This design comes from an exercise in tuning for small area, a short achievable clock period and few clock cycles per item on the open sky130 flow, not from production work. RTL that was checked went through simulation tests only; none was proved equivalent to the original. No functional check of the RTL was part of runs 1 to 5. Power is estimated from default activity; no workload was simulated.

$ cat flow/run.sh
#!/bin/bash
# Standard synthesis, then the standard layout steps with repair_timing
# aiming for a setup margin of 18 ns on the design's clock.
set -e
bash standard.sh synth > synth.log 2>&1
bash standard.sh SETUP_SLACK_MARGIN=18 finish > layout.log 2>&1
$ cat standard.sh
#!/bin/bash
# synth_recipe.tcl (not shown) runs the flow's synth.tcl, then flattens the netlist and writes it again
# the make line also repeats each setting of config.mk as NAME=value (left out here)
make -C /OpenROAD-flow-scripts/flow DESIGN_CONFIG=/design/flow/config.mk WORK_HOME=/design/flow/orfs CLKGATE_MAP_FILE= SYNTH_SCRIPT=/design/flow/synth_recipe.tcl "${@:-finish}"
$ cat config.mk
export PLATFORM = sky130hd
export DESIGN_NAME = bias_relu
export DESIGN_NICKNAME = bias_relu
export VERILOG_FILES = /design/flow/design.v
export SDC_FILE = /design/flow/constraint.sdc
export NUM_CORES = 4
export LEC_CHECK = 0
export ABC_AREA = 1
export CAP_MARGIN = 20
export CORE_MARGIN = 2
export CORE_UTILIZATION = 40
export SLEW_MARGIN = 20
$ cat constraint.sdc
create_clock -name core_clock -period 24.0 [get_ports {clk}]
set_input_delay 4.8000 -clock core_clock [delete_from_list [all_inputs] [get_ports {clk}]]
set_output_delay 4.8000 -clock core_clock [all_outputs]
set_load 0.01 [all_outputs]
$ cat design.v
module bias_relu (
    input  wire        clk,
    input  wire        rst,         
    input  wire        in_valid,
    output wire        in_ready,
    input  wire [31:0] in_a,        
    input  wire [31:0] in_b,        
    input  wire        in_add,      
    input  wire        in_relu,     
    output wire        out_valid,
    input  wire        out_ready,
    output wire [31:0] out_data
);
    integer i;
    reg v1, v2, hv, tv;
    wire r1_en = ~(v1 & v2 & tv);       
    wire r2_en = ~(v2 & tv);            
    wire wr    = v2 & ~tv;              
    wire rd    = hv & out_ready;        
    assign in_ready  = ir;
    assign out_valid = hv;
    reg  [31:0] a, b_in;
    reg         add, relu;
    always @(posedge clk)
        if (r1_en) begin
            a <= in_a; b_in <= in_b; add <= in_add; relu <= in_relu;
        end
    wire [31:0] b = add ? b_in : {a[31], 31'd0};
    wire        sa = a[31], sb = b[31];
    wire [7:0]  ea = a[30:23], eb = b[30:23];
    wire        ea_z = (ea == 8'd0), eb_z = (eb == 8'd0);
    wire        ea_m = (ea == 8'hFF), eb_m = (eb == 8'hFF);
    wire        fa_z = (a[22:0] == 23'd0), fb_z = (b[22:0] == 23'd0);
    wire        a_nan = ea_m & ~fa_z, b_nan = eb_m & ~fb_z;
    wire        a_inf = ea_m & fa_z,  b_inf = eb_m & fb_z;
    wire        sub  = sa ^ sb;
    wire        swap;
    pfx_add #(31) u_cmp (.x(b[30:0]), .y(~a[30:0]), .cin(1'b0), .sum(), .cout(swap));
    wire        eqm  = b[30:0] == a[30:0];
    wire        a_zero = ea_z & fa_z;
    wire [7:0]  xa = {ea[7:1], ea[0] | ea_z};
    wire [7:0]  xb = {eb[7:1], eb[0] | eb_z};
    wire [7:0]  dab = xa - xb;
    wire [7:0]  dba = xb - xa;
    wire [7:0]  d   = swap ? dba : dab;
    wire        s_big  = swap ? sb : sa;
    wire [7:0]  x_big  = swap ? xb : xa;
    wire [23:0] m_big  = swap ? {~eb_z, b[22:0]} : {~ea_z, a[22:0]};
    wire [23:0] m_small= swap ? {~ea_z, a[22:0]} : {~eb_z, b[22:0]};
    wire        dbig = |d[7:5];
    wire [25:0] v0 = {m_small, 2'b00};
    wire [25:0] v1s = d[0] ? {1'b0,  v0[25:1]}  : v0;
    wire [25:0] v2s = d[1] ? {2'b0,  v1s[25:2]} : v1s;
    wire [25:0] v3s = d[2] ? {4'b0,  v2s[25:4]} : v2s;
    wire [25:0] v4s = d[3] ? {8'b0,  v3s[25:8]} : v3s;
    wire [25:0] v5s = d[4] ? {16'b0, v4s[25:16]} : v4s;
    wire        sticky = dbig ? (m_small != 24'd0) :
                         ((d[0] & v0[0]) | (d[1] & |v1s[1:0]) | (d[2] & |v2s[3:0]) |
                          (d[3] & |v3s[7:0]) | (d[4] & |v4s[15:0]));
    wire [25:0] sh = dbig ? 26'd0 : v5s;
    wire [26:0] m_small_al = {sh, sticky};
    wire [26:0] m_big_al   = {m_big, 3'b000};
    wire [27:0] sum;
    pfx_add #(27) u_add (.x(m_big_al), .y(m_small_al ^ {27{sub}}), .cin(sub),
                         .sum(sum[26:0]), .cout(sum[27]));
    wire        nan_res  = a_nan | b_nan | (a_inf & b_inf & sub);
    wire        inf_res  = a_inf | b_inf;
    wire        zero_res = eqm & (sub | a_zero);
    wire        s_res    = zero_res ? (sa & sb) : s_big;
    wire        kill     = relu & (nan_res | zero_res | s_res);
    reg  [26:0] s27;
    reg         cout;
    reg  [7:0]  xq;
    reg         sq;
    reg         z_q;       
    reg         zs_q;
    reg         qnan_q;    
    reg         inf_q;     
    reg         pnan_q;    
    always @(posedge clk)
        if (r2_en) begin
            s27    <= sum[26:0];
            cout   <= sum[27] & ~sub;
            xq     <= x_big;
            sq     <= s_big;
            z_q    <= kill | (zero_res & ~nan_res);
            zs_q   <= ~kill & s_res;
            qnan_q <= add & nan_res;
            inf_q  <= inf_res & ~nan_res;
            pnan_q <= nan_res;
        end
    wire [27:0] s28 = {cout, s27};
    reg  [27:0] lim;
    always @(*) for (i = 0; i < 28; i = i + 1) lim[i] = (xq == 8'd27 - i);
    wire [27:0] s_l = s28 | lim;
    wire [4:0]  lz;
    lzc32 u_lzc (.x({s_l, 4'b0000}), .n(lz));
    wire [27:0] n4 = lz[4] ? {s28[11:0], 16'd0} : s28;
    wire [27:0] n3 = lz[3] ? {n4[19:0], 8'd0}  : n4;
    wire [27:0] n2 = lz[2] ? {n3[23:0], 4'd0}  : n3;
    wire [27:0] n1 = lz[1] ? {n2[25:0], 2'd0}  : n2;
    wire [27:0] nl = lz[0] ? {n1[26:0], 1'd0}  : n1;
    reg g, st, l;
    always @(*) begin
        case (lz)
            5'd0:    begin l = s28[4]; g = s28[3]; st = |s28[2:0]; end
            5'd1:    begin l = s28[3]; g = s28[2]; st = |s28[1:0]; end
            5'd2:    begin l = s28[2]; g = s28[1]; st = s28[0];    end
            default: begin l = 1'b0;   g = 1'b0;   st = 1'b0;      end
        endcase
    end
    wire        rnd = g & (st | l);
    wire [23:0] m   = nl[27:4];
    wire [23:0] mr  = {1'b0, m[22:0]} + {23'd0, rnd};     
    wire [8:0]  ex  = {1'b0, xq} - {4'd0, lz} + {7'd0, m[23]} + {7'd0, mr[23]};
    wire [31:0] pk  = {ex, mr[22:0]};
    wire        ovf = ex[8] | (ex[7:0] == 8'hFF);
    reg  [31:0] result;
    always @(*) begin
        if (z_q)
            result = {zs_q, 31'd0};
        else if (qnan_q)
            result = 32'h7FC00000;
        else if (inf_q | (ovf & ~pnan_q))
            result = {sq, 8'hFF, 23'd0};
        else
            result = {sq, pk[30:0]};
    end
    reg  [31:0] h, t;
    always @(posedge clk) begin
        if (~hv | out_ready)
            h <= tv ? t : result;
        if (~tv)
            t <= result;
    end
    assign out_data = h;
    wire v1_n = r1_en ? in_valid : v1;
    wire v2_n = r2_en ? v1 : v2;
    wire hv_n = wr | (hv & ~rd) | tv;
    wire tv_n = (tv & ~rd) | (wr & hv & ~rd);
    reg  ir;
    always @(posedge clk) begin
        if (rst) begin
            v1 <= 1'b0; v2 <= 1'b0; hv <= 1'b0; tv <= 1'b0; ir <= 1'b1;
        end else begin
            v1 <= v1_n; v2 <= v2_n; hv <= hv_n; tv <= tv_n;
            ir <= ~(v1_n & v2_n & tv_n);
        end
    end
endmodule
module lzc32 (
    input  wire [31:0] x,
    output wire [4:0]  n
);
    wire [15:0] v1;  wire [15:0] c1;
    wire [7:0]  v2;  wire [15:0] c2;
    wire [3:0]  v3;  wire [11:0] c3;
    wire [1:0]  v4;  wire [7:0]  c4;
    genvar i;
    generate
        for (i = 0; i < 16; i = i + 1) begin : l1
            assign v1[i] = x[2*i+1] | x[2*i];
            assign c1[i] = ~x[2*i+1];
        end
        for (i = 0; i < 8; i = i + 1) begin : l2
            assign v2[i] = v1[2*i+1] | v1[2*i];
            assign c2[2*i+1:2*i] = v1[2*i+1] ? {1'b0, c1[2*i+1]} : {1'b1, c1[2*i]};
        end
        for (i = 0; i < 4; i = i + 1) begin : l3
            assign v3[i] = v2[2*i+1] | v2[2*i];
            assign c3[3*i+2:3*i] = v2[2*i+1] ? {1'b0, c2[4*i+3:4*i+2]} : {1'b1, c2[4*i+1:4*i]};
        end
        for (i = 0; i < 2; i = i + 1) begin : l4
            assign v4[i] = v3[2*i+1] | v3[2*i];
            assign c4[4*i+3:4*i] = v3[2*i+1] ? {1'b0, c3[6*i+5:6*i+3]} : {1'b1, c3[6*i+2:6*i]};
        end
    endgenerate
    assign n = v4[1] ? {1'b0, c4[7:4]} : {1'b1, c4[3:0]};
endmodule
module pfx_add #(parameter N = 8) (
    input  wire [N-1:0] x,
    input  wire [N-1:0] y,
    input  wire         cin,
    output wire [N-1:0] sum,
    output wire         cout
);
    localparam L = $clog2(N + 1);
    wire [N:0] g [0:L];
    wire [N:0] p [0:L];
    assign g[0] = {x & y, cin};
    assign p[0] = {x ^ y, 1'b0};
    genvar l, i;
    generate
        for (l = 0; l < L; l = l + 1) begin : lv
            for (i = 0; i <= N; i = i + 1) begin : b
                if (((i >> l) & 1) == 1) begin : c
                    localparam integer J = ((i >> l) << l) - 1;
                    assign g[l+1][i] = g[l][i] | (p[l][i] & g[l][J]);
                    assign p[l+1][i] = p[l][i] & p[l][J];
                end else begin : n
                    assign g[l+1][i] = g[l][i];
                    assign p[l+1][i] = p[l][i];
                end
            end
        end
    endgenerate
    assign sum  = p[0][N:1] ^ g[L][N-1:0];
    assign cout = g[L][N];
endmodule
==> impl_metrics.yaml, run 1 <==
outcome:
  run_status: "finished clean"
sta:
  max_slew_margin_pct: 30.9
  final_max_slew_viol_count: 0
  timing.final.crit_period_ps: 6330
  timing.final.hold_violations: 0
  max_clock_freq_mhz: 158
  grt_setup_unrepaired: "true"
  report.final.setup_viol: 0
  finClkSkew_ps: 15.0
  tightest_slew_ps: 1030
  tns_ps: 0
  final_min_period_over_clock_period_pct: 26.4
setup_path:
  cp-startpoint: "xq[6]$_DFFE_PN_"
  timing.critical_path.slowest_cell_delay_ps: 500
  worst_ep_arrival_time_ps: 6550
  endpoint_kind: "register"
  reg2reg_slack_ps: 17670
  critical-path-slowest-cell: "sky130_fd_sc_hd__edfxtp_1"
  reg2regPathDepth: 49
  crit_path_start_kind: "register"
  timing.critical_path.max_delay_family: "buffers and inverters"
  worst_ep_required_time_ps: 24210
  critical_path_class: "reg -> reg"
  worst_path_most_repeated_cell: "sky130_fd_sc_hd__buf_4"
  worstPathBufferInverterCount: 29
  cp_num_cells: 49
  reg2reg_from: "xq[6]$_DFFE_PN_"
  worst-path-max-fanout: 6
place:
  postPlaceCellArea_mm2: 0.0158
  routabilityCongestion: 0.976
  dpl.hpwl_um: 35300
  buffer_ports.inserted: 103
hold_path:
  timing.hold.worst_path_depth: 2
  hp-class: "reg -> reg"
  hold_path.startpoint: "t[22]$_DFF_P_"
yosys:
  syn-mean-instance-area_um2: 7.27
  post_synth_main_area_contributors: "sky130_fd_sc_hd__edfxtp_1 29%, sky130_fd_sc_hd__nand2_1 14%, sky130_fd_sc_hd__nand3_1 9.3%"
  ys.warnings.count: 3
  synth-seq-area-share_pct: 34.1
  synth_commonest_cells: "548 x sky130_fd_sc_hd__nand2_1, 269 x sky130_fd_sc_hd__nand3_1, 234 x sky130_fd_sc_hd__inv_1, 140 x sky130_fd_sc_hd__edfxtp_1, 123 x sky130_fd_sc_hd__nor2_1"
  synthesis.nets: 2164
  yosys_most_used_dff: "sky130_fd_sc_hd__edfxtp_1"
  synth.most_common_cell: "sky130_fd_sc_hd__nand2_1"
  synth_area_leader_cell: "sky130_fd_sc_hd__edfxtp_1"
  synth.ff_latch_count: 177
  netlist-cell-type-count: 64
  asyncSetResetFlopFracSynth_pct: 0
  count_of_flip_flops_with_a_built_in_enable_after_synthesis: 140
  synth_area_mm2: 0.0145
  post-synth-top-area-fraction_pct: 29.0
  postSynthCellCount: 1994
cells_and_area:
  antenna_cells_inserted: 0
  final_layout_size_suffix_gt1_share_pct: 25.2
  synthToLayoutAreaGrowth_pct: 34.6
  fillerInstances: 3355
  area_of_the_multi_input_gates_mm2: 0.00981
  finish.net_count: 2411
  seq_area_mm2: 0.00494
  finished_layout_cell_area_mm2: 0.0195
detailed_routing:
  drt_wl_total_um: 50600
  drtIter0Drc: 1076
  antenna_violating_nets_post_route: 0
  routed-via-count: 14800
  vias_per_cell: 5.45
  drt-pass1-iter-count: 17
  routed_wire_length_per_instance_um: 18.6
  remaining_drc_errors: 0
die:
  floorplan.die.height_um: 194
  floorplan.initialDensity_pct: 40.7
  fp.coreArea_mm2: 0.0357
  floorplan.io_pins: 104
  chipWidth_um: 194
  row_count: 69
  die_area_mm2: 0.0378
clock_network:
  clock-root-buffer: "sky130_fd_sc_hd__clkbuf_16"
  number_of_clock_sinks_seen_by_cts: 177
  cts_tree: "built"
  cts_hold_buf: 0
  cts_buffers: 17
  clock_tree.buffer_depth: 2
  htreeDepth: 4
  clock_insertion_delay_worst_skew_ps: 460
  cts.clk_slew.worst_paths_ps: 70
global_route:
  grt.total_usage_pct: 26.0
  first_global_vias: 14100
  maximum_number_of_pins_on_one_net_before_global_route_repair: 69
  antenna_found_initial: 0
  grt_pass1_wl_um: 76800
  grt_overflow_total: 0
pwr:
  switchingPower_mw: 0.926
  p_per_area_mw_per_mm2: 99.2
  peakVddDrop_uv: 58.6
  power_leakage_nw: 9.11
  power.combinational.fraction_pct: 62.0
  switching_share_pct: 47.8
  clock_power_share_pct: 14.0
  cell_internal_pwr_mw: 1.01
  register_share_of_total_power_pct: 24.0
run:
  cap_violations: 0
## registers in the layout, indices dropped and copies added, names as in the netlist, 8 cells and up
signal  flops
b_in       32
s27        27
h          32
xq          8
t          32
a          32
## timing repair
action | CTS | global route
setup endpoints to repair | 124 | 84
setup buffers | 102 | 57
resized for setup | 204 | 223
pin swaps | 88 | 100
cloned | 17 | 7
## cell families (layout without fill, tap and decap cells)
family                   after synthesis  after routing  share of synthesized area [%]
XOR/XNOR                              50             50                           3.02
multiplexers                           1              1                         0.0690
adder cells (fa/ha/maj)              100            100                           8.99
buffers and inverters                327            570                           9.53
AND/OR/NAND/NOR                     1085           1100                           33.9
flip-flops                           177            177                           34.1
AO/OA/AOI/OAI                        254            256                           10.4
## path summary, 6_finish.rpt
path | end
setup / recovery | h[15]$_DFFE_PP_
hold / removal | t[22]$_DFF_P_
setup reg to reg | h[15]$_DFFE_PP_
hold reg to reg | t[22]$_DFF_P_
## worst reg2reg max path, delay by kind of cell (launching register included)
| kind | cells | cell delay, ps |
|---|---|---|
| and+or+nand+nor | 13 | 1280 |
| buffers and inverters | 29 | 3480 |
| AOI/OAI and AO/OA | 5 | 530 |
| DFF | 1 | 500 |
| adders and majority gates | 2 | 320 |
## metal layers
layer  GRT usage [%]  share of wire [%]
met3            3.87                5.2
met5               0                  0
met2            43.6                 48
met4            13.0                5.1
met1            32.6                 42
## power groups by stage
stage / logic, mW / clock network (mW) / registers, mW
after CTS: 1.07 / 0.279 / 0.463
final: 1.20 / 0.272 / 0.464
after global placement: 0.889 / 0 / 0.471
after floorplan: 0.656 / 0 / 0.462
after global routing: 1.31 / 0.293 / 0.469
after detailed placement: 0.895 / 0 / 0.472
## cell usage in the layout, fill, tap and decap left out, types with 19 or more instances in the layout
master,count
sky130_fd_sc_hd__clkdlybuf4s50_1,69
sky130_fd_sc_hd__nand4_1,37
sky130_fd_sc_hd__dlygate4sd2_1,33
sky130_fd_sc_hd__dfxtp_1,37
sky130_fd_sc_hd__clkbuf_16,20
sky130_fd_sc_hd__a21oi_1,46
sky130_fd_sc_hd__nand3_1,227
sky130_fd_sc_hd__ha_1,71
sky130_fd_sc_hd__edfxtp_1,140
sky130_fd_sc_hd__xor2_1,39
sky130_fd_sc_hd__o21ai_2,25
sky130_fd_sc_hd__inv_1,213
sky130_fd_sc_hd__nor2_1,103
sky130_fd_sc_hd__ha_4,20
sky130_fd_sc_hd__nand3_2,41
sky130_fd_sc_hd__nand2_4,33
sky130_fd_sc_hd__nor2_4,28
sky130_fd_sc_hd__buf_4,142
sky130_fd_sc_hd__nor2_2,19
sky130_fd_sc_hd__inv_2,31
sky130_fd_sc_hd__nand2_1,479
sky130_fd_sc_hd__o21ai_0,77
sky130_fd_sc_hd__nand2_2,67
## cell type report
type / count / area share, %
Sequential cell: 177 / 25.3
Multi-Input combinational cell: 1507 / 50.3
Clock buffer: 17 / 2.18
Tap cell: 461 / 2.96
Timing Repair inverter: 1 / 0.0257
Clock inverter: 15 / 0.731
Inverter: 261 / 5.40
Timing Repair Buffer: 276 / 13.1
## per-stage QoR
stage               power, mW  util [%]  hold slack (ps)  std cells  setup slack [ps]
floorplan                1.12         -              414       1994             18020
global placement         1.36      44.3              434       2500             15910
detailed placement       1.37      44.3              434       2500             15730
CTS                      1.81      50.5              451       2651             17780
global route             2.08      54.7              464       2715             17390
finish                   1.94      54.7              444       2715             17670
==> inputs of run 2 (changes only) <==
--- a/design.v
+++ b/design.v
@@ -37,3 +37,3 @@
     wire        swap;
-    pfx_add #(31) u_cmp (.x(b[30:0]), .y(~a[30:0]), .cin(1'b0), .sum(), .cout(swap));
+    bk_add #(31) u_cmp (.x(b[30:0]), .y(~a[30:0]), .cin(1'b0), .sum(), .cout(swap));
     wire        eqm  = b[30:0] == a[30:0];
@@ -63,3 +63,3 @@
     wire [27:0] sum;
-    pfx_add #(27) u_add (.x(m_big_al), .y(m_small_al ^ {27{sub}}), .cin(sub),
+    bk_add #(27) u_add (.x(m_big_al), .y(m_small_al ^ {27{sub}}), .cin(sub),
                          .sum(sum[26:0]), .cout(sum[27]));
@@ -209 +209,43 @@
 endmodule
+module bk_add #(parameter N = 8) (
+    input  wire [N-1:0] x,
+    input  wire [N-1:0] y,
+    input  wire         cin,
+    output wire [N-1:0] sum,
+    output wire         cout
+);
+    localparam M = N + 1;                
+    localparam L = $clog2(M);
+    wire [M-1:0] g0 = {x & y, cin};
+    wire [M-1:0] p0 = {x ^ y, 1'b0};
+    wire [M-1:0] gu [0:L];
+    wire [M-1:0] pu [0:L];
+    assign gu[0] = g0; assign pu[0] = p0;
+    genvar l, i;
+    generate
+        for (l = 0; l < L; l = l + 1) begin : up
+            for (i = 0; i < M; i = i + 1) begin : b
+                if ((i % (2 << l)) == (2 << l) - 1) begin : c
+                    assign gu[l+1][i] = gu[l][i] | (pu[l][i] & gu[l][i - (1 << l)]);
+                    assign pu[l+1][i] = pu[l][i] & pu[l][i - (1 << l)];
+                end else begin : n
+                    assign gu[l+1][i] = gu[l][i];
+                    assign pu[l+1][i] = pu[l][i];
+                end
+            end
+        end
+        wire [M-1:0] gd [0:L];
+        assign gd[L] = gu[L];
+        for (l = L - 1; l >= 1; l = l - 1) begin : dn
+            for (i = 0; i < M; i = i + 1) begin : b
+                if ((i % (1 << l)) == (1 << (l - 1)) - 1 && i >= (1 << l)) begin : c
+                    assign gd[l][i] = gd[l+1][i] | (pu[l-1][i] & gd[l+1][i - (1 << (l - 1))]);
+                end else begin : n
+                    assign gd[l][i] = gd[l+1][i];
+                end
+            end
+        end
+        assign sum  = p0[M-1:1] ^ gd[1][M-2:0];
+        assign cout = gd[1][M-1];
+    endgenerate
+endmodule
==> flow/run.sh (replaced) <==
#!/bin/bash
# Standard synthesis, then the standard layout steps with repair_timing
# aiming for a setup margin of 18 ns on the design's clock. SETUP_MOVE_SEQUENCE=unbuffer,sizeup,swap,clone,split
set -e
bash standard.sh synth > synth.log 2>&1
bash standard.sh SETUP_SLACK_MARGIN=18 SETUP_MOVE_SEQUENCE=unbuffer,sizeup,swap,clone,split finish > layout.log 2>&1
==> impl_metrics.yaml, run 2 <==
outcome:
  run_status: "finished clean"
clock_network:
  cts.clk_slew.worst_paths_ps: 80
  cts_tree: "built"
  clock_tree.buffer_depth: 2
  htreeDepth: 4
  clock_insertion_delay_worst_skew_ps: 470
  number_of_clock_sinks_seen_by_cts: 177
  cts_buffers: 17
  clock-root-buffer: "sky130_fd_sc_hd__clkbuf_16"
sta:
  finClkSkew_ps: 14.9
  report.final.setup_viol: 0
  timing.final.crit_period_ps: 6170
  tightest_slew_ps: 1020
  max_slew_margin_pct: 31.9
  grt_setup_unrepaired: "true"
  final_min_period_over_clock_period_pct: 25.7
  finalWorstSetupSlack_ps: 17830
  timing.final.hold_violations: 0
  max_clock_freq_mhz: 162
  tns_ps: 0
  final_max_slew_viol_count: 0
  fin_worst_hold_slack_ps: 448
yosys:
  postSynthCellCount: 1867
  post-synth-top-area-fraction_pct: 29.8
  count_of_flip_flops_with_a_built_in_enable_after_synthesis: 140
  synth_commonest_cells: "493 x sky130_fd_sc_hd__nand2_1, 229 x sky130_fd_sc_hd__nand3_1, 213 x sky130_fd_sc_hd__inv_1, 140 x sky130_fd_sc_hd__edfxtp_1, 108 x sky130_fd_sc_hd__o21ai_0"
  synth_area_leader_cell: "sky130_fd_sc_hd__edfxtp_1"
  synthesis.nets: 2042
  synth-seq-area-share_pct: 35.1
  ys.warnings.count: 3
  syn-mean-instance-area_um2: 7.55
  asyncSetResetFlopFracSynth_pct: 0
  post_synth_main_area_contributors: "sky130_fd_sc_hd__edfxtp_1 30%, sky130_fd_sc_hd__nand2_1 13%, sky130_fd_sc_hd__nand3_1 8.1%"
  netlist-cell-type-count: 66
  synth.ff_latch_count: 177
  synth_area_mm2: 0.0141
  synth.most_common_cell: "sky130_fd_sc_hd__nand2_1"
  yosys_most_used_dff: "sky130_fd_sc_hd__edfxtp_1"
die:
  row_count: 68
  floorplan.initialDensity_pct: 40.7
  floorplan.die.height_um: 192
  fp.coreArea_mm2: 0.0346
  chipWidth_um: 192
  die_area_mm2: 0.0368
  floorplan.io_pins: 104
detailed_routing:
  remaining_drc_errors: 0
  antenna_violating_nets_post_route: 0
  vias_per_cell: 5.59
  drt-pass1-iter-count: 8
  drtIter0Drc: 1077
  routed-via-count: 13700
  drt_wl_total_um: 48300
  routed_wire_length_per_instance_um: 19.7
setup_path:
  worst-path-max-fanout: 9
  timing.critical_path.slowest_cell_delay_ps: 390
  worstPathBufferInverterCount: 5
  timing.critical_path.max_delay_family: "simple AND/OR/NAND/NOR gates"
  cp-startpoint: "xq[6]$_DFFE_PN_"
  endpoint_kind: "register"
  critical_path_class: "reg -> reg"
  worst_ep_required_time_ps: 24330
  reg2reg_from: "xq[6]$_DFFE_PN_"
  worst_ep_arrival_time_ps: 6500
  critical-path-slowest-cell: "sky130_fd_sc_hd__fa_2"
  crit_path_start_kind: "register"
pwr:
  p_per_area_mw_per_mm2: 101
  peakVddDrop_uv: 61.0
  power_leakage_nw: 7.92
hold_path:
  hp-class: "reg -> reg"
  hold_path.startpoint: "t[9]$_DFF_P_"
place:
  place.detailed.instances: 2368
  routabilityCongestion: 1.04
  pre_cts_ws_ps: 16100
  buffer_ports.inserted: 103
  dpl.hpwl_um: 34100
run:
  cap_violations: 0
global_route:
  grt_pass1_wl_um: 71400
  antenna_found_initial: 0
  grt.total_usage_pct: 25.3
  first_global_vias: 13100
  maximum_number_of_pins_on_one_net_before_global_route_repair: 69
  grt_overflow_total: 0
cells_and_area:
  final_layout_size_suffix_gt1_share_pct: 19.6
  fillerInstances: 3320
  antenna_cells_inserted: 0
  fin_util_pct: 51.9
  most-common-layout-cells: "431 x sky130_fd_sc_hd__nand2_1, 215 x sky130_fd_sc_hd__nand3_1, 190 x sky130_fd_sc_hd__inv_1"
  finish.net_count: 2157
  synthToLayoutAreaGrowth_pct: 27.5
  mostFrequentLayoutCell: "sky130_fd_sc_hd__nand2_1"
  instances_no_fill: 2450
## run 2: changes by cell type in the layout (fill, tap and decap cells not counted), moves of 9 or more
cell	before	now
sky130_fd_sc_hd__buf_6	12	3
sky130_fd_sc_hd__buf_4	142	4
sky130_fd_sc_hd__o21ai_1	15	34
sky130_fd_sc_hd__nand3_2	41	13
sky130_fd_sc_hd__inv_6	2	11
sky130_fd_sc_hd__inv_1	213	190
sky130_fd_sc_hd__o211ai_1	4	14
sky130_fd_sc_hd__nand2_1	479	431
sky130_fd_sc_hd__nand3_1	227	215
sky130_fd_sc_hd__nor2_1	103	81
## run 2: metrics by stage
stage,area [um2],total power [mW]
finish,18000,1.81
global route,18000,1.94
CTS,16800,1.72
detailed placement,15400,1.34
global placement,15400,1.34
floorplan,14100,1.10
## run 2: worst paths after layout
kind / cells past startpoint / slack [ps] / endpoint
hold / removal: 2 / 450 / t[9]$_DFF_P_
setup / recovery: 40 / 17830 / h[15]$_DFFE_PP_
setup reg to reg: 40 / 17830 / h[15]$_DFFE_PP_
hold reg to reg: 2 / 450 / t[9]$_DFF_P_
## run 2: tightest hold or removal path: cells and delay by family (launching register included)
family	cells	cell delay (ps)
flops	1	320
simple gates	2	110
## run 2: cell type report
type | instances | area [um2] | share of cell area, %
clock buffers | 19 | 464 | 2.58
clock inverters | 13 | 156 | 0.870
inverters | 236 | 992 | 5.52
multi-input cells | 1421 | 9500 | 52.8
flip-flops and latches | 177 | 4940 | 27.5
well taps | 455 | 569 | 3.17
repair buffers | 119 | 1260 | 7.03
repair inverters | 10 | 93.8 | 0.522
## run 2: where the power goes
part	switching [mW]	total, mW	leakage [nW]	internal (mW)
registers	0.0435	0.468	1.82	0.425
logic	0.683	1.04	5.79	0.359
clock network	0.142	0.300	0.307	0.158
total	0.869	1.81	7.92	0.941
## run 2: metal layers
metal  vias to the layer above  global-route usage [%]  part of all wire (%)  routed length [um]
met3                       191                    3.65                   5.4                2610
met1                      6345                    28.9                    38               18200
met2                       580                    45.4                    50               24000
met5                         -                       0                     0                   0
li1                       6590                       -                     -                   -
met4                         0                    13.8                   7.2                3490
## run 2: repair_timing
action                                  in CTS  in global routing
gates cloned                                32                 18
endpoints found under the setup margin     124                 84
gates resized for setup                    170                249
pin swaps                                   37                 73
setup buffers                                0                  0
hold buffers                                 0                  0
## run 2: cell families (layout without fill, tap and decap cells)
kind of cell	after synthesis	count (layout)	share of synthesized area, %
flip-flops	177	177	35.1
buffers and inverters	300	397	8.75
AO/OA/AOI/OAI	286	287	12.1
adder cells (fa/ha/maj)	105	105	10.2
multiplexers	2	2	0.142
AND/OR/NAND/NOR	942	972	30.4
XOR/XNOR	55	55	3.42
==> inputs of run 3 (changes only) <==
==> flow/run.sh (replaced) <==
#!/bin/bash
# Standard synthesis, then the standard layout steps with repair_timing
# aiming for a setup margin of 17 ns on the design's clock. 
set -e
bash standard.sh synth > synth.log 2>&1
bash standard.sh SETUP_SLACK_MARGIN=17  finish > layout.log 2>&1
==> impl_metrics.yaml, run 3 <==
sta:
  tns_ps: 0
  final_max_slew_viol_count: 0
  fin_worst_hold_slack_ps: 453
  max_clock_freq_mhz: 156
  tightest_slew_ps: 946
  final_min_period_over_clock_period_pct: 26.8
  timing.final.crit_period_ps: 6430
  report.final.setup_viol: 0
  max_slew_margin_pct: 36.7
  finClkSkew_ps: 13.0
  timing.final.hold_violations: 0
  grt_setup_unrepaired: "false"
setup_path:
  endpoint_kind: "register"
  worst-path-max-fanout: 34
  timing.critical_path.max_delay_family: "simple AND/OR/NAND/NOR gates"
  worst_ep_required_time_ps: 24210
  critical-path-slowest-cell: "sky130_fd_sc_hd__ha_1"
  timing.critical_path.slowest_cell_delay_ps: 440
  critical_path_class: "reg -> reg"
  worst_ep_arrival_time_ps: 6640
  crit_path_start_kind: "register"
  worstPathBufferInverterCount: 3
  worst_path_most_repeated_cell: "sky130_fd_sc_hd__nand2_1"
yosys:
  synth-seq-area-share_pct: 35.1
  synth.ff_latch_count: 177
  post_synth_main_area_contributors: "sky130_fd_sc_hd__edfxtp_1 30%, sky130_fd_sc_hd__nand2_1 13%, sky130_fd_sc_hd__nand3_1 8.1%"
  synthesis.nets: 2042
  yosys_most_used_dff: "sky130_fd_sc_hd__edfxtp_1"
  syn-mean-instance-area_um2: 7.55
  ys.warnings.count: 3
  postSynthCellCount: 1867
  synth.most_common_cell: "sky130_fd_sc_hd__nand2_1"
  synth_commonest_cells: "493 x sky130_fd_sc_hd__nand2_1, 229 x sky130_fd_sc_hd__nand3_1, 213 x sky130_fd_sc_hd__inv_1, 140 x sky130_fd_sc_hd__edfxtp_1, 108 x sky130_fd_sc_hd__o21ai_0"
  synth_area_mm2: 0.0141
  asyncSetResetFlopFracSynth_pct: 0
  count_of_flip_flops_with_a_built_in_enable_after_synthesis: 140
  post-synth-top-area-fraction_pct: 29.8
  synth_area_leader_cell: "sky130_fd_sc_hd__edfxtp_1"
  netlist-cell-type-count: 66
run:
  cap_violations: 0
die:
  fp.coreArea_mm2: 0.0346
  floorplan.die.height_um: 192
  floorplan.initialDensity_pct: 40.7
  floorplan.io_pins: 104
  chipWidth_um: 192
  row_count: 68
  die_area_mm2: 0.0368
place:
  buffer_ports.inserted: 103
  routabilityCongestion: 0.976
  dpl.hpwl_um: 32700
global_route:
  grt_overflow_total: 0
  grt_pass1_wl_um: 64800
  maximum_number_of_pins_on_one_net_before_global_route_repair: 69
  antenna_found_initial: 0
  grt.total_usage_pct: 22.7
  first_global_vias: 12300
cells_and_area:
  finish.net_count: 2129
  final_layout_size_suffix_gt1_share_pct: 8.64
  antenna_cells_inserted: 0
  synthToLayoutAreaGrowth_pct: 15.6
  most-common-layout-cells: "487 x sky130_fd_sc_hd__nand2_1, 229 x sky130_fd_sc_hd__nand3_1, 211 x sky130_fd_sc_hd__inv_1"
  mostFrequentLayoutCell: "sky130_fd_sc_hd__nand2_1"
pwr:
  peakVddDrop_uv: 58.4
  power_leakage_nw: 7.47
  p_per_area_mw_per_mm2: 101
detailed_routing:
  routed_wire_length_per_instance_um: 17.3
  drt-pass1-iter-count: 8
  vias_per_cell: 5.33
  remaining_drc_errors: 0
  drt_wl_total_um: 41900
  routed-via-count: 12900
  antenna_violating_nets_post_route: 0
  drtIter0Drc: 906
clock_network:
  cts_tree: "built"
  clock_tree.buffer_depth: 2
  number_of_clock_sinks_seen_by_cts: 177
  clock_insertion_delay_worst_skew_ps: 460
  cts_buffers: 17
  htreeDepth: 4
  cts.clk_slew.worst_paths_ps: 80
  clock-root-buffer: "sky130_fd_sc_hd__clkbuf_16"
hold_path:
  hp-class: "reg -> reg"
outcome:
  run_status: "finished clean"
-- run 3: cell types whose count changed in the layout (fill, tap and decap cells not counted), moves of 22 or more --
cell,delta
sky130_fd_sc_hd__clkdlybuf4s50_1,+34
sky130_fd_sc_hd__dlygate4sd2_1,-32
sky130_fd_sc_hd__nand2_1,+56
sky130_fd_sc_hd__nand2_2,-41
sky130_fd_sc_hd__o21ai_0,+37
sky130_fd_sc_hd__o21ai_2,-22
-- run 3: tightest hold or removal path, cell delays in order, from the launching register on --
cell,delay [ps]
sky130_fd_sc_hd__dfxtp_1,310
sky130_fd_sc_hd__nand2_1,50
sky130_fd_sc_hd__nand2_1,60
-- run 3: what timing repair did --
item                                    CTS  global route
hold buffers                              0             0
endpoints found under the setup margin   77            84
cloned                                    2             7
gates resized for setup                  15            31
pin swaps                                 3             8
buffers inserted                          5             8
-- run 3: layer usage --
metal	part of all wire [%]	wire length, um	vias to the layer above	track usage [%]
met1	42	17600	6016	27.4
li1	-	-	6475	-
met5	0	0	-	0
met4	4.1	1720	0	10.0
met2	50	21000	342	39.9
met3	3.8	1590	86	3.56
-- run 3: path summary, 6_finish.rpt --
path | startpoint | depth (start not counted) | endpoint | slack (ps)
worst max register to register | add$_DFFE_PN_ | 30 | s27[22]$_DFFE_PN_ | 17570
worst min register to register | t[21]$_DFF_P_ | 2 | t[21]$_DFF_P_ | 450
worst min-delay path | t[21]$_DFF_P_ | 2 | t[21]$_DFF_P_ | 450
worst max-delay path | add$_DFFE_PN_ | 30 | s27[22]$_DFFE_PN_ | 17570
-- run 3: area by class of cell --
type	instances	area [um2]
clock inverter	14	124
timing repair inverter	2	15.0
multi-input combinational	1397	8120
inverter	236	918
clock buffer	18	429
sequential	177	4940
tap	455	569
fill	3543	18300
timing repair buffer	123	1180
-- run 3: metrics by stage --
step / cell area [um2] / utilization, % / power [mW] / instances / setup slack (ps)
after global routing: 16300 / 47.1 / 1.78 / 2422 / 16990
after CTS: 16100 / 46.4 / 1.63 / 2407 / 17010
after floorplan: 14100 / - / 1.10 / 1867 / 17840
after detailed placement: 15400 / 44.5 / 1.34 / 2368 / 15940
after global placement: 15400 / 44.5 / 1.34 / 2368 / 16200
final: 16300 / 47.1 / 1.64 / 2422 / 17570
-- run 3: logic make-up (layout without fill, tap and decap cells) --
group,Yosys count,in the layout,share of synthesized area [%]
DFF,177,177,35.1
AOI/OAI and AO/OA,286,286,12.1
buffers and inverters,300,393,8.75
xor gates and xnor gates,55,55,3.42
muxes,2,2,0.142
and+or+nand+nor,942,949,30.4
adders and majority gates,105,105,10.2
-- run 3: where the power goes --
part           internal, mW  switching [mW]  total [mW]
clock                 0.136           0.136       0.272
sequential            0.424          0.0378       0.462
combinational         0.312           0.593       0.905
total                 0.872           0.766        1.64
==> inputs of run 4 (changes only) <==
--- a/design.v
+++ b/design.v
@@ -27,3 +27,3 @@
         end
-    wire [31:0] b = add ? b_in : {a[31], 31'd0};
+    wire [31:0] b = b_in;
     wire        sa = a[31], sb = b[31];
@@ -33,7 +33,8 @@
     wire        fa_z = (a[22:0] == 23'd0), fb_z = (b[22:0] == 23'd0);
-    wire        a_nan = ea_m & ~fa_z, b_nan = eb_m & ~fb_z;
-    wire        a_inf = ea_m & fa_z,  b_inf = eb_m & fb_z;
-    wire        sub  = sa ^ sb;
-    wire        swap;
-    bk_add #(31) u_cmp (.x(b[30:0]), .y(~a[30:0]), .cin(1'b0), .sum(), .cout(swap));
+    wire        a_nan = ea_m & ~fa_z, b_nan = add & eb_m & ~fb_z;
+    wire        a_inf = ea_m & fa_z,  b_inf = add & eb_m & fb_z;
+    wire        sub  = add & (sa ^ sb);
+    wire        gt;
+    bk_add #(31) u_cmp (.x(b[30:0]), .y(~a[30:0]), .cin(1'b0), .sum(), .cout(gt));
+    wire        swap = add & gt;
     wire        eqm  = b[30:0] == a[30:0];
@@ -48,3 +49,3 @@
     wire [23:0] m_big  = swap ? {~eb_z, b[22:0]} : {~ea_z, a[22:0]};
-    wire [23:0] m_small= swap ? {~ea_z, a[22:0]} : {~eb_z, b[22:0]};
+    wire [23:0] m_small= swap ? {~ea_z, a[22:0]} : ({~eb_z, b[22:0]} & {24{add}});
     wire        dbig = |d[7:5];
@@ -67,4 +68,4 @@
     wire        inf_res  = a_inf | b_inf;
-    wire        zero_res = eqm & (sub | a_zero);
-    wire        s_res    = zero_res ? (sa & sb) : s_big;
+    wire        zero_res = add ? eqm & (sub | a_zero) : a_zero;
+    wire        s_res    = zero_res ? (sa & (sb | ~add)) : s_big;
     wire        kill     = relu & (nan_res | zero_res | s_res);
@@ -78,3 +79,3 @@
     reg         inf_q;     
-    reg         pnan_q;    
+    reg         x254_q;    
     always @(posedge clk)
@@ -89,3 +90,3 @@
             inf_q  <= inf_res & ~nan_res;
-            pnan_q <= nan_res;
+            x254_q <= (x_big == 8'd254);
         end
@@ -116,3 +117,3 @@
     wire [31:0] pk  = {ex, mr[22:0]};
-    wire        ovf = ex[8] | (ex[7:0] == 8'hFF);
+    wire        ovf = x254_q & ((lz == 5'd0) | ((lz == 5'd1) & mr[23]));
     reg  [31:0] result;
@@ -123,3 +124,3 @@
             result = 32'h7FC00000;
-        else if (inf_q | (ovf & ~pnan_q))
+        else if (inf_q | ovf)
             result = {sq, 8'hFF, 23'd0};
==> impl_metrics.yaml, run 4 <==
outcome:
  run_status: "finished clean"
yosys:
  synth.most_common_cell: "sky130_fd_sc_hd__nand2_1"
  synth.ff_latch_count: 177
  postSynthCellCount: 1918
  synth_simple_gate_area_share_pct: 32.9
  synthesis.nets: 2083
  post_synth_fa_ha_maj_area_fraction_pct: 9.28
  synth_area_leader_cell: "sky130_fd_sc_hd__edfxtp_1"
  syn-mean-instance-area_um2: 7.36
  main_combinational_cell_family_by_area_after_synthesis: "simple AND/OR/NAND/NOR gates"
  netlist-cell-type-count: 59
  count_of_flip_flops_with_a_built_in_enable_after_synthesis: 140
  synth_commonest_cells: "531 x sky130_fd_sc_hd__nand2_1, 275 x sky130_fd_sc_hd__nand3_1, 191 x sky130_fd_sc_hd__inv_1, 140 x sky130_fd_sc_hd__edfxtp_1, 128 x sky130_fd_sc_hd__nor2_1"
  post-synth-top-area-fraction_pct: 29.8
  ys.warnings.count: 3
  synthXorXnorAreaFrac_pct: 4.04
  synth_area_mm2: 0.0141
  post_synth_main_area_contributors: "sky130_fd_sc_hd__edfxtp_1 30%, sky130_fd_sc_hd__nand2_1 14%, sky130_fd_sc_hd__nand3_1 9.8%"
  yosys_most_used_dff: "sky130_fd_sc_hd__edfxtp_1"
  muxShareOfSynthArea_pct: 0.142
  synth-seq-area-share_pct: 35.1
  area_fraction_in_compound_gates_after_synthesis_pct: 10.7
  asyncSetResetFlopFracSynth_pct: 0
setup_path:
  reg2regPathDepth: 33
  reg2reg_slack_ps: 17610
  critical-path-slowest-cell: "sky130_fd_sc_hd__fa_1"
  timing.critical_path.slowest_cell_delay_ps: 540
  crit_path_start_kind: "register"
  worst_ep_required_time_ps: 24210
  worst_path_most_repeated_cell: "sky130_fd_sc_hd__nand2_1"
  critical_path_class: "reg -> reg"
  reg2reg_to: "s27[25]$_DFFE_PN_"
  worst_ep_arrival_time_ps: 6600
  worst-path-max-fanout: 59
  reg2reg_from: "b_in[27]$_DFFE_PN_"
  endpoint_kind: "register"
die:
  floorplan.initialDensity_pct: 40.7
  floorplan.io_pins: 104
  fp.coreArea_mm2: 0.0346
  floorplan.die.height_um: 192
  row_count: 68
  chipWidth_um: 192
  die_area_mm2: 0.0368
clock_network:
  clock_insertion_delay_worst_skew_ps: 460
  clock-root-buffer: "sky130_fd_sc_hd__clkbuf_16"
  clock_tree.buffer_depth: 2
  number_of_clock_sinks_seen_by_cts: 177
  cts_buffers: 17
  cts_tree: "built"
  cts_hold_buf: 0
  htreeDepth: 4
  cts.clk_slew.worst_paths_ps: 80
cells_and_area:
  most-common-layout-cells: "526 x sky130_fd_sc_hd__nand2_1, 275 x sky130_fd_sc_hd__nand3_1, 188 x sky130_fd_sc_hd__inv_1"
  synthToLayoutAreaGrowth_pct: 15.5
  antenna_cells_inserted: 0
  finished_layout_cell_area_mm2: 0.0163
  fin_util_pct: 47.0
  instances_no_fill: 2460
  mostFrequentLayoutCell: "sky130_fd_sc_hd__nand2_1"
  final_layout_size_suffix_gt1_share_pct: 6.83
  finish.net_count: 2157
sta:
  tightest_slew_ps: 1020
  finClkSkew_ps: 17.1
  fin_worst_hold_slack_ps: 450
  max_clock_freq_mhz: 156
  report.final.setup_viol: 0
  final_max_slew_viol_count: 0
  max_slew_margin_pct: 31.6
  finalWorstSetupSlack_ps: 17610
  timing.final.hold_violations: 0
  tns_ps: 0
  timing.final.crit_period_ps: 6390
  final_min_period_over_clock_period_pct: 26.6
  grt_setup_unrepaired: "false"
global_route:
  first_global_vias: 12800
  grt.total_usage_pct: 23.8
  antenna_found_initial: 0
  maximum_number_of_pins_on_one_net_before_global_route_repair: 69
  grt_overflow_total: 0
  grt_pass1_wl_um: 68000
pwr:
  clock_power_share_pct: 18.1
  power_leakage_nw: 7.37
  switching_share_pct: 45.4
  power_mw: 1.56
  register_share_of_total_power_pct: 30.5
  p_per_area_mw_per_mm2: 95.9
  cell_internal_pwr_mw: 0.853
  switchingPower_mw: 0.710
  peakVddDrop_uv: 93.9
  power.combinational.fraction_pct: 51.4
detailed_routing:
  drt-pass1-iter-count: 5
  routed_wire_length_per_instance_um: 17.4
  remaining_drc_errors: 0
  drt_wl_total_um: 42900
  routed-via-count: 13200
  vias_per_cell: 5.38
  drtIter0Drc: 1153
  antenna_violating_nets_post_route: 0
place:
  place.detailed.instances: 2417
  routabilityCongestion: 0.933
  dpl.hpwl_um: 34200
  pre_cts_ws_ps: 16310
  buffer_ports.inserted: 103
  postPlaceCellArea_mm2: 0.0154
run:
  cap_violations: 0
hold_path:
  hold_end: "t[17]$_DFF_P_"
  timing.hold.worst_path_depth: 2
  hp-class: "reg -> reg"
  hold_path.startpoint: "t[17]$_DFF_P_"
## run 4: changes by cell type after synthesis, sizes merged, moves of 10 or more
cell,before,now
nand3,234,278
nor2,119,145
nand4,42,32
ha,89,79
inv,232,204
nand2,513,549
## run 4: power by group through the flow
stage | sequential [mW] | combinational [mW] | clock [mW]
6_report | 0.476 | 0.803 | 0.283
3_5_place_dp | 0.483 | 0.784 | 0
4_1_cts | 0.476 | 0.791 | 0.291
3_3_place_gp | 0.481 | 0.783 | 0
2_1_floorplan | 0.472 | 0.547 | 0
5_1_grt | 0.483 | 0.902 | 0.305
## run 4: final cells by class
class	count	area (um2)
Sequential cell	177	4940
Multi-Input combinational cell	1470	8180
Clock buffer	17	425
Tap cell	455	569
Timing Repair inverter	4	25.0
Timing Repair Buffer	118	1160
Inverter	204	779
Fill cell	3467	18300
Clock inverter	15	210
## run 4: cells by family (layout without fill, tap and decap cells)
family | count (synthesis) | in the layout
AO/OA/AOI/OAI | 259 | 259
XOR/XNOR | 65 | 65
adder cells (fa/ha/maj) | 95 | 95
buffers and inverters | 271 | 358
flip-flops | 177 | 177
multiplexers | 2 | 2
AND/OR/NAND/NOR | 1049 | 1049
## run 4: worst max-delay path, delay by kind of cell, from the launching register on
kind / cells / cell delay, ps
adders and majority gates: 3 / 1380
xor gates and xnor gates: 1 / 180
AOI/OAI and AO/OA: 1 / 130
buffers and inverters: 8 / 1050
DFF: 1 / 490
and+or+nand+nor: 20 / 2910
## run 4: how the worst max path moves through the flow
stage	cells after the start	slack, ps	startpoint	to
2_1_floorplan	2	18080	out_ready	h[0]$_DFFE_PP_
3_3_place_gp	33	16430	b_in[27]$_DFFE_PN_	s27[25]$_DFFE_PN_
3_5_place_dp	33	16310	a[27]$_DFFE_PN_	s27[25]$_DFFE_PN_
4_1_cts	31	17010	a[27]$_DFFE_PN_	s27[25]$_DFFE_PN_
5_1_grt	35	16920	a[28]$_DFFE_PN_	s27[25]$_DFFE_PN_
6_report	33	17610	b_in[27]$_DFFE_PN_	s27[25]$_DFFE_PN_
## run 4: metal layers
layer / routed length [um] / vias to the layer above / share of wire (%) / track usage (%)
li1: - / 6606 / - / -
met4: 1230 / 0 / 2.9 / 8.70
met2: 21300 / 408 / 50 / 42.0
met1: 18400 / 6143 / 43 / 29.5
met3: 1950 / 66 / 4.5 / 3.44
met5: 0 / - / 0 / 0
## run 4: repair_timing
| action | in CTS | in global routing |
|---|---|---|
| gates cloned | 1 | 3 |
| buffers inserted | 0 | 7 |
| resized for setup | 8 | 25 |
| pin swaps | 1 | 2 |
| endpoints found under the setup margin | 18 | 29 |
==> inputs of run 5 (changes only) <==
==> flow/run.sh (replaced) <==
#!/bin/bash
# Standard synthesis, then the standard layout steps with repair_timing
# aiming for a setup margin of 18 ns on the design's clock. 
set -e
bash standard.sh synth > synth.log 2>&1
bash standard.sh SETUP_SLACK_MARGIN=18  finish > layout.log 2>&1
==> impl_metrics.yaml, run 5 <==
die:
  chipWidth_um: 192
  die_area_mm2: 0.0368
  fp.coreArea_mm2: 0.0346
  floorplan.io_pins: 104
  row_count: 68
  floorplan.die.height_um: 192
  floorplan.initialDensity_pct: 40.7
yosys:
  synth.most_common_cell: "sky130_fd_sc_hd__nand2_1"
  netlist-cell-type-count: 59
  yosys_most_used_dff: "sky130_fd_sc_hd__edfxtp_1"
  area_fraction_in_compound_gates_after_synthesis_pct: 10.7
  asyncSetResetFlopFracSynth_pct: 0
  post-synth-top-area-fraction_pct: 29.8
  synthXorXnorAreaFrac_pct: 4.04
  count_of_flip_flops_with_a_built_in_enable_after_synthesis: 140
  synth_commonest_cells: "531 x sky130_fd_sc_hd__nand2_1, 275 x sky130_fd_sc_hd__nand3_1, 191 x sky130_fd_sc_hd__inv_1, 140 x sky130_fd_sc_hd__edfxtp_1, 128 x sky130_fd_sc_hd__nor2_1"
  synth-seq-area-share_pct: 35.1
  postSynthCellCount: 1918
  post_synth_main_area_contributors: "sky130_fd_sc_hd__edfxtp_1 30%, sky130_fd_sc_hd__nand2_1 14%, sky130_fd_sc_hd__nand3_1 9.8%"
  ys.warnings.count: 3
  post_synth_fa_ha_maj_area_fraction_pct: 9.28
  synthesis.nets: 2083
  synth_simple_gate_area_share_pct: 32.9
  synth_area_leader_cell: "sky130_fd_sc_hd__edfxtp_1"
  synth.ff_latch_count: 177
  muxShareOfSynthArea_pct: 0.142
  synth_area_mm2: 0.0141
  syn-mean-instance-area_um2: 7.36
  main_combinational_cell_family_by_area_after_synthesis: "simple AND/OR/NAND/NOR gates"
setup_path:
  endpoint_kind: "output pin"
  reg2reg_from: "b_in[29]$_DFFE_PN_"
  crit_path_start_kind: "register"
  critical-path-slowest-cell: "sky130_fd_sc_hd__edfxtp_1"
  worstPathBufferInverterCount: 1
  worst_ep_arrival_time_ps: 1140
  timing.critical_path.max_delay_family: "flip-flops"
  critical_path_class: "reg -> out"
  worst-path-max-fanout: 1
  timing.critical_path.slowest_cell_delay_ps: 390
  crit_chain: "dlygate4sd2_1"
  cp-startpoint: "h[1]$_DFFE_PP_"
  worst_ep_required_time_ps: 19200
clock_network:
  clock_insertion_delay_worst_skew_ps: 460
  cts_tree: "built"
  htreeDepth: 4
  cts_hold_buf: 0
  clock-root-buffer: "sky130_fd_sc_hd__clkbuf_16"
  cts_buffers: 17
  cts.clk_slew.worst_paths_ps: 90
  number_of_clock_sinks_seen_by_cts: 177
  clock_tree.buffer_depth: 2
sta:
  final_min_period_over_clock_period_pct: 24.8
  max_slew_margin_pct: 31.4
  grt_setup_unrepaired: "true"
  max_clock_freq_mhz: 168
  final_max_slew_viol_count: 0
  timing.final.hold_violations: 0
  timing.final.crit_period_ps: 5940
  report.final.setup_viol: 0
  tns_ps: 0
  tightest_slew_ps: 1020
  finClkSkew_ps: 18.4
outcome:
  run_status: "finished clean"
place:
  dpl.hpwl_um: 34200
  routabilityCongestion: 0.933
  buffer_ports.inserted: 103
cells_and_area:
  most-common-layout-cells: "512 x sky130_fd_sc_hd__nand2_1, 273 x sky130_fd_sc_hd__nand3_1, 184 x sky130_fd_sc_hd__inv_1"
  finish.net_count: 2217
  antenna_cells_inserted: 0
  fin_util_pct: 49.9
  mostFrequentLayoutCell: "sky130_fd_sc_hd__nand2_1"
  final_layout_size_suffix_gt1_share_pct: 12.8
  synthToLayoutAreaGrowth_pct: 22.5
  seq_area_mm2: 0.00494
  fillerInstances: 3390
  area_of_the_multi_input_gates_mm2: 0.00873
pwr:
  p_per_area_mw_per_mm2: 93.7
  power_mw: 1.62
  peakVddDrop_uv: 94.9
  power_leakage_nw: 7.87
detailed_routing:
  drtIter0Drc: 1221
  drt_wl_total_um: 45600
  antenna_violating_nets_post_route: 0
  remaining_drc_errors: 0
  drt-pass1-iter-count: 6
  routed_wire_length_per_instance_um: 18.1
  vias_per_cell: 5.49
  routed-via-count: 13800
hold_path:
  hp-class: "reg -> reg"
  hold_path.startpoint: "t[17]$_DFF_P_"
global_route:
  maximum_number_of_pins_on_one_net_before_global_route_repair: 69
  antenna_found_initial: 0
  first_global_vias: 13000
  grt_pass1_wl_um: 69700
  grt_overflow_total: 0
  grt.total_usage_pct: 24.5
run:
  cap_violations: 0
-- run 5: cell counts after synthesis --
No cell type changed its count.
-- run 5: per-stage QoR --
step	instances	cell area [um2]	hold slack [ps]	setup slack, ps
final	2520	17300	450	18060
after global routing	2520	17300	471	17890
after CTS	2473	16500	454	17980
after detailed placement	2417	15400	433	16310
after global placement	2417	15400	429	16430
after floorplan	1918	14100	414	18080
-- run 5: report_power, final --
group	switching (mW)	leakage [nW]	internal [mW]	total (mW)
Combinational	0.558	5.75	0.303	0.861
Sequential	0.0480	1.82	0.428	0.476
Clock	0.140	0.299	0.143	0.283
Total	0.746	7.87	0.873	1.62
-- run 5: final timing paths --
| check | slack, ps | end | depth (start not counted) |
|---|---|---|---|
| worst max-delay path | 18060 | out_data[1] | 1 |
| worst min-delay path | 450 | t[17]$_DFF_P_ | 2 |
| worst max register to register | 18220 | s27[16]$_DFFE_PN_ | 26 |
| worst min register to register | 450 | t[17]$_DFF_P_ | 2 |
-- run 5: area by class of cell --
class | instances | share of cell area, %
Multi-Input combinational cell | 1479 | 50.5
Sequential cell | 177 | 28.6
Timing Repair Buffer | 168 | 9.16
Tap cell | 455 | 3.29
Inverter | 204 | 4.57
Timing Repair inverter | 5 | 0.217
Clock buffer | 17 | 2.46
Clock inverter | 15 | 1.22
-- run 5: cells by family after synthesis --
| group | count (synthesis) |
|---|---|
| simple gates | 1049 |
| buf+inv | 271 |
| compound gates | 259 |
| flops | 177 |
| fa+ha+maj | 95 |
| xor+xnor | 65 |
| mux | 2 |
-- run 5: timing repair --
item                                    CTS  global route
gates resized for setup                 102            92
setup buffers                            16            39
endpoints found under the setup margin   79            34
gates cloned                              8             8
pin swaps                                 8            28
-- run 5: per-layer routing --
metal	track usage (%)	part of all wire (%)	vias to the layer above
li1	-	-	6752
met3	3.47	4.6	130
met2	42.7	49	471
met5	0	0	-
met4	10.9	4.5	0
met1	30.1	42	6484
==> inputs of run 6 (changes only) <==
--- a/design.v
+++ b/design.v
@@ -180,32 +180,2 @@
 endmodule
-module pfx_add #(parameter N = 8) (
-    input  wire [N-1:0] x,
-    input  wire [N-1:0] y,
-    input  wire         cin,
-    output wire [N-1:0] sum,
-    output wire         cout
-);
-    localparam L = $clog2(N + 1);
-    wire [N:0] g [0:L];
-    wire [N:0] p [0:L];
-    assign g[0] = {x & y, cin};
-    assign p[0] = {x ^ y, 1'b0};
-    genvar l, i;
-    generate
-        for (l = 0; l < L; l = l + 1) begin : lv
-            for (i = 0; i <= N; i = i + 1) begin : b
-                if (((i >> l) & 1) == 1) begin : c
-                    localparam integer J = ((i >> l) << l) - 1;
-                    assign g[l+1][i] = g[l][i] | (p[l][i] & g[l][J]);
-                    assign p[l+1][i] = p[l][i] & p[l][J];
-                end else begin : n
-                    assign g[l+1][i] = g[l][i];
-                    assign p[l+1][i] = p[l][i];
-                end
-            end
-        end
-    endgenerate
-    assign sum  = p[0][N:1] ^ g[L][N-1:0];
-    assign cout = g[L][N];
-endmodule
 module bk_add #(parameter N = 8) (
@@ -218,3 +188,11 @@
     localparam M = N + 1;                
-    localparam L = $clog2(M);
+    function integer lg2;            
+        input integer v;
+        integer k;
+        begin
+            lg2 = 0;
+            for (k = 1; k < v; k = k * 2) lg2 = lg2 + 1;
+        end
+    endfunction
+    localparam L = lg2(M);
     wire [M-1:0] g0 = {x & y, cin};
==> impl_metrics.yaml, run 6 <==
sta:
  timing.final.hold_violations: 0
  tightest_slew_ps: 961
  fin_worst_hold_slack_ps: 452
  final_max_slew_viol_count: 0
  report.final.setup_viol: 0
  max_slew_margin_pct: 35.3
  finClkSkew_ps: 11.7
  final_min_period_over_clock_period_pct: 24.7
  tns_ps: 0
  finalWorstSetupSlack_ps: 18080
  grt_setup_unrepaired: "true"
  max_clock_freq_mhz: 169
  timing.final.crit_period_ps: 5920
yosys:
  synth_area_leader_cell: "sky130_fd_sc_hd__edfxtp_1"
  postSynthCellCount: 1968
  synth_area_mm2: 0.0143
  ys.warnings.count: 3
  synth.most_common_cell: "sky130_fd_sc_hd__nand2_1"
  post-synth-top-area-fraction_pct: 29.4
  count_of_flip_flops_with_a_built_in_enable_after_synthesis: 140
  synthesis.nets: 2133
  asyncSetResetFlopFracSynth_pct: 0
  post_synth_main_area_contributors: "sky130_fd_sc_hd__edfxtp_1 29%, sky130_fd_sc_hd__nand2_1 15%, sky130_fd_sc_hd__nand3_1 10%"
  yosys_most_used_dff: "sky130_fd_sc_hd__edfxtp_1"
  netlist-cell-type-count: 60
  synth.ff_latch_count: 177
  synth-seq-area-share_pct: 34.6
  synth_commonest_cells: "569 x sky130_fd_sc_hd__nand2_1, 294 x sky130_fd_sc_hd__nand3_1, 208 x sky130_fd_sc_hd__inv_1, 140 x sky130_fd_sc_hd__edfxtp_1, 122 x sky130_fd_sc_hd__nor2_1"
  syn-mean-instance-area_um2: 7.27
detailed_routing:
  routed_wire_length_per_instance_um: 17.9
  drtIter0Drc: 1381
  routed-via-count: 14200
  antenna_violating_nets_post_route: 0
  vias_per_cell: 5.50
  drt-pass1-iter-count: 8
  remaining_drc_errors: 0
  drt_wl_total_um: 46100
setup_path:
  worst_ep_arrival_time_ps: 1120
  timing.critical_path.max_delay_family: "flip-flops"
  critical-path-slowest-cell: "sky130_fd_sc_hd__edfxtp_1"
  cp_num_cells: 1
  timing.critical_path.slowest_cell_delay_ps: 390
  crit_chain: "dlygate4sd2_1"
  crit_path_start_kind: "register"
  worst_ep_required_time_ps: 19200
  critical_path_class: "reg -> out"
  setup.worst_path.end: "out_data[16]"
  reg2reg_from: "b_in[27]$_DFFE_PN_"
  endpoint_kind: "output pin"
  reg2reg_to: "s27[25]$_DFFE_PN_"
  worst-path-max-fanout: 1
  reg2regPathDepth: 30
  cp-startpoint: "h[16]$_DFFE_PP_"
  worstPathBufferInverterCount: 1
  reg2reg_slack_ps: 18260
die:
  die_area_mm2: 0.0373
  chipWidth_um: 193
  fp.coreArea_mm2: 0.0354
  floorplan.io_pins: 104
  floorplan.die.height_um: 193
  floorplan.initialDensity_pct: 40.4
  row_count: 69
cells_and_area:
  antenna_cells_inserted: 0
  fillerInstances: 3609
  finish.net_count: 2268
  mostFrequentLayoutCell: "sky130_fd_sc_hd__nand2_1"
  synthToLayoutAreaGrowth_pct: 21.4
  final_layout_size_suffix_gt1_share_pct: 11.3
  most-common-layout-cells: "554 x sky130_fd_sc_hd__nand2_1, 292 x sky130_fd_sc_hd__nand3_1, 202 x sky130_fd_sc_hd__inv_1"
  fin_util_pct: 49.1
pwr:
  peakVddDrop_uv: 79.0
  power_leakage_nw: 8.02
  p_per_area_mw_per_mm2: 94.5
  power_mw: 1.64
clock_network:
  cts_hold_buf: 0
  clock_tree.buffer_depth: 2
  number_of_clock_sinks_seen_by_cts: 177
  clock_insertion_delay_worst_skew_ps: 450
  htreeDepth: 4
  clock-root-buffer: "sky130_fd_sc_hd__clkbuf_16"
  cts_tree: "built"
  cts.clk_slew.worst_paths_ps: 80
  cts_buffers: 17
outcome:
  run_status: "finished clean"
global_route:
  grt.total_usage_pct: 24.2
  grt_overflow_total: 0
  grt_pass1_wl_um: 69700
  antenna_found_initial: 0
  first_global_vias: 13400
  maximum_number_of_pins_on_one_net_before_global_route_repair: 67
place:
  dpl.hpwl_um: 34700
  routabilityCongestion: 1.01
  buffer_ports.inserted: 103
  pre_cts_ws_ps: 16520
run:
  cap_violations: 0
hold_path:
  hp-class: "reg -> reg"
run 6: logic make-up after synthesis:
family          Yosys count  synth area share, %
buf+inv                 285                 8.34
xor+xnor                 67                 4.10
simple gates           1091                 33.5
fa+ha+maj                95                 9.14
mux                       1               0.0699
flops                   177                 34.6
compound gates          252                 10.3
run 6: cell type report:
| class | instances | area, um2 | share of cell area [%] |
|---|---|---|---|
| Tap cell | 461 | 577 | 3.32 |
| Sequential cell | 177 | 4940 | 28.5 |
| Timing Repair inverter | 6 | 37.5 | 0.216 |
| Clock inverter | 15 | 238 | 1.37 |
| Inverter | 215 | 846 | 4.87 |
| Clock buffer | 17 | 425 | 2.45 |
| Multi-Input combinational cell | 1514 | 8740 | 50.3 |
| Timing Repair Buffer | 172 | 1570 | 9.01 |
run 6: what timing repair did:
| item | CTS | global route |
|---|---|---|
| gates resized for setup | 88 | 86 |
| pin swaps | 6 | 20 |
| endpoints found under the setup margin | 76 | 31 |
| cloned | 6 | 11 |
| setup buffers | 14 | 44 |
| hold endpoints to repair | 0 | 0 |
run 6: power breakdown:
group	internal [mW]	switching, mW
combinational	0.300	0.565
clock	0.155	0.142
sequential	0.428	0.0526
run 6: worst min-delay path by stage:
stage / from / to / slack (ps) / depth (start not counted)
2_1_floorplan: t[30]$_DFF_P_ / t[30]$_DFF_P_ / 410 / 2
3_3_place_gp: t[15]$_DFF_P_ / t[15]$_DFF_P_ / 430 / 2
3_5_place_dp: t[14]$_DFF_P_ / t[14]$_DFF_P_ / 440 / 2
4_1_cts: t[14]$_DFF_P_ / t[14]$_DFF_P_ / 460 / 2
5_1_grt: t[10]$_DFF_P_ / t[10]$_DFF_P_ / 480 / 2
6_report: t[15]$_DFF_P_ / t[15]$_DFF_P_ / 450 / 2
run 6: metal layers:
layer  GRT usage, %  wire length, um
met1           29.3            18400
met2           42.3            22600
met3           3.37             2430
met4           12.0             2660
met5              0                0
run 6: metrics by stage:
| step | cell area (um2) | std cells |
|---|---|---|
| 2_1_floorplan | 14300 | 1968 |
| 3_3_place_gp | 15600 | 2470 |
| 3_5_place_dp | 15600 | 2470 |
| 4_1_cts | 16600 | 2522 |
| 5_1_grt | 17400 | 2577 |
| 6_report | 17400 | 2577 |
Testbench counts of run 6, summed over its fixed seeds: cycles 16,024, items 16,000.

[static timing again, ports no longer ideal]
Ports are ideal in the flow. The routed layouts listed here were re-timed in OpenROAD.
Step 1 sets driving cells, clkbuf_16 on the clock port and buf_2 on the other inputs (assumed; they add their load-dependent delay and slew).
Step 2 moves the port delays by t, midway between the first and last clock arrival at a register: inputs arrive t later, outputs are due t later. That takes back most of the time a late clock gives input paths.
Three values: no drivers, after step 1, after step 2; two values: the first two.
run	t (ns)	setup slack, ns	worst hold slack (ns)	worst setup path after step 2	slew at the worst register clock pin (ns)
run 1	0.508	17.668 / 17.668 / 17.668	0.444 / 0.444 / 0.444	register to register	0.08 / 0.08
run 2	0.515	17.829 / 17.829 / 17.829	0.448 / 0.448 / 0.448	register to register	0.09 / 0.09
run 3	0.506	17.574 / 17.574 / 17.574	0.453 / 0.453 / 0.453	register to register	0.08 / 0.08
run 4	0.504	17.609 / 17.609 / 17.609	0.450 / 0.450 / 0.450	register to register	0.09 / 0.09
run 5	0.508	18.056 / 18.004 / 17.772	0.450 / 0.450 / 0.450	input to register	0.09 / 0.09
run 6	0.500	18.076 / 18.021 / 17.694	0.452 / 0.452 / 0.452	input to register	0.08 / 0.08
After both steps setup and hold are still met in every run listed. For run 6, which loses most, drivers alone change the setup slack by -0.055 ns; drivers and shift together by -0.382 ns.
